Context: an optimization exercise on an open-source flow, tuned for small area, a short achievable clock period and few clock cycles. The choices shown serve that exercise and are no tape-out recipe.
At most, simulation tests tie the RTL to the original design; equivalence was not proved.
Power figures rest on the tool's default switching activity, not on a simulated workload.

## run 1
Design sdr_frame_tx, start of the top module:
module sdr_frame_tx (
    input  wire       clk,
    input  wire       rst,
    input  wire       in_valid,
    output wire       in_ready,
    input  wire [7:0] in_data,
    output wire       out_valid,
    input  wire       out_ready,
    output wire [7:0] out_data,
    output wire       done
);
    localparam [2:0]  T_NONE = 3'd0,    
                      T_TRAIN = 3'd1, T_START = 3'd2, T_DATA = 3'd3,
                      T_PARITY = 3'd4, T_END = 3'd5, T_DONE = 3'd6;
    function automatic [6:0] lfsr8(input [6:0] st);
        integer j;
        reg [6:0] r;
        begin
            r = st;
            for (j = 0; j < 8; j = j + 1)
                r = {r[0] ^ r[4], r[6:1]};
            lfsr8 = r;
        end
    endfunction
    function automatic [6:0] ham_enc(input [3:0] d);
        ham_enc = {d, d[3] ^ d[2] ^ d[0], d[3] ^ d[1] ^ d[0], d[2] ^ d[1] ^ d[0]};
    endfunction
    function automatic [31:0] crc_nib(input [31:0] r0, input [3:0] d);
        integer j;
        reg [31:0] r;
        begin
            r = r0 ^ {28'd0, d};
            for (j = 0; j < 4; j = j + 1)
                r = r[0] ? ((r >> 1) ^ 32'hEDB88320) : (r >> 1);
            crc_nib = r;
        end
    endfunction
    function automatic [7:0] eos_byte(input [3:0] j);
        eos_byte = (j == 4'd0 || j == 4'd5) ? 8'h45 :
                   (j == 4'd1 || j == 4'd6) ? 8'h4F :
  ...
Settings: LEC_CHECK=0, CAP_MARGIN=20, CORE_MARGIN=2, CORE_UTILIZATION=65, CTS_CLUSTER_DIAMETER=70, CTS_CLUSTER_SIZE=28, SLEW_MARGIN=20; clock period 15.0 ns.
standard.sh (not shown) runs the stock make flow with config.mk's settings and CLKGATE_MAP_FILE= SYNTH_SCRIPT=/design/flow/synth_recipe.tcl, a recipe that flattens the netlist after the stock synthesis.
==> flow/flow/run.sh <==
#!/bin/bash
# Standard layout (standard.sh's make command), with two changes that keep the
# constraints as they are:
#  - synthesis maps the logic with an area-oriented ABC script (area.abc);
#  - timing repair aims well below the 15 ns clock period (setup margin 11 ns).
set -euo pipefail
cd "$(dirname "$0")/.."
W=$(pwd)
export SETUP_SLACK_MARGIN=11
export BUFFER_PORTS_ARGS="-buffer_cell sky130_fd_sc_hd__buf_1"
export AREA_ABC_SCRIPT=$W/flow/area.abc
export FLOW_SYNTH_TCL=$W/synth_recipe.tcl
sed "s#SYNTH_SCRIPT=[^ ]*synth_recipe.tcl#SYNTH_SCRIPT=$W/flow/area_synth.tcl#" standard.sh > area_standard.sh
grep -q "SYNTH_SCRIPT=$W/flow/area_synth.tcl" area_standard.sh
bash area_standard.sh > standard_make.log 2>&1
==> flow/flow/area.abc <==
&get -n
&st
&dch
&nf -R 1000 -p
&put
==> flow/flow/area_synth.tcl <==
# The standard flow's synthesis (synth_recipe.tcl, sourced unchanged), with only the ABC
# mapping script replaced by an area-oriented one (flow/area.abc). The
# registers, their names and cell types come out as in the standard
# synthesis; only the combinational mapping differs.
proc abc {args} {
  set i [lsearch $args -script]
  if {$i >= 0} {
    set args [lreplace $args [expr {$i + 1}] [expr {$i + 1}] $::env(AREA_ABC_SCRIPT)]
  }
  yosys abc {*}$args
}
source $::env(FLOW_SYNTH_TCL)
## Diff of input files: run 2 against run 1
diff --git a/flow/design.v b/flow/design.v
--- a/flow/design.v
+++ b/flow/design.v
@@ -125,15 +125,15 @@
             done_q <= 1'b0;
         end else begin
             ph_q   <= ph_n;
             if (ph_q == 5'd22)
                 gini_q <= 1'b0;
             fill_q <= fill_n;
             full_q <= full_n;
-            rdy_q  <= !full_n && (ph_n == {fill_n, 1'b0});
+            rdy_q  <= !take && !full_n && (ph_n == {fill_q, 1'b0});
             done_q <= (ft_q == T_DONE) && !ov_q;
             if (main_free)
                 ov_q <= ld;
             if (ld)
                 cur_q <= (cur_q == 6'd47) ? 6'd0 : cur_q + 6'd1;
             if (ft_q == T_NONE && full_q) begin
                 if (eosm_q)
## What came out
Run 2 and run 1 ended up with nearly the same hold slack.
From run 1 to run 2 the numbers moved as follows: final worst-path cycle share shows no meaningful change; initial core utilization now larger; power per standard cell area -about 2%.
Comparing utilization for run 2 and run 1, the smaller number came from run 2.
The via count of run 2 was superior to that of run 1.
According to the power report, total power for run 2 is lower than for run 1.
Run 2 against run 1; maximum frequency is up slightly.
Run 2 ends up with a full die area that is about 0.53% higher than in run 1.
Critical path depth: run 1 vs run 2 identical
Largest net degree at the start of global routing of run 2 falls short of that of run 1 by a few percent.
Actual slew at the worst max-slew pin ends up higher on run 1.
Going from run 1 to run 2, non-clock buffer count went down by 4.0%; met3 wire length shows an increase of about 20%.
Testbench counts of run 2, summed over its fixed seeds: cycles 32,640.
Function not checked in run 1: the RTL went through the layout flow alone.

[what the ideal ports hide]
Ports are ideal in the flow. The routed layouts listed here were re-timed in OpenROAD.
Step 1: set_driving_cell puts a clkbuf_16 on clk and a buf_2 on each other input, an assumption about the parent block.
Step 2 moves the port delays by t, midway between the first and last clock arrival at a register: inputs arrive t later, outputs are due t later. That takes back most of the time a late clock gives input paths.
Three values: ideal, step 1, step 2; two values: the first two.
| run | shift t [ns] | setup WS [ns] | worst setup path after step 2 |
|---|---|---|---|
| run 1 | 0.516 | 11.024 / 10.982 / 10.600 | input to register |
| run 2 | 0.522 | 11.038 / 10.992 / 10.613 | input to register |
After both steps setup and hold are still met in every run listed. For run 2, which loses most, drivers alone change the setup slack by -0.046 ns; drivers and shift together by -0.425 ns.
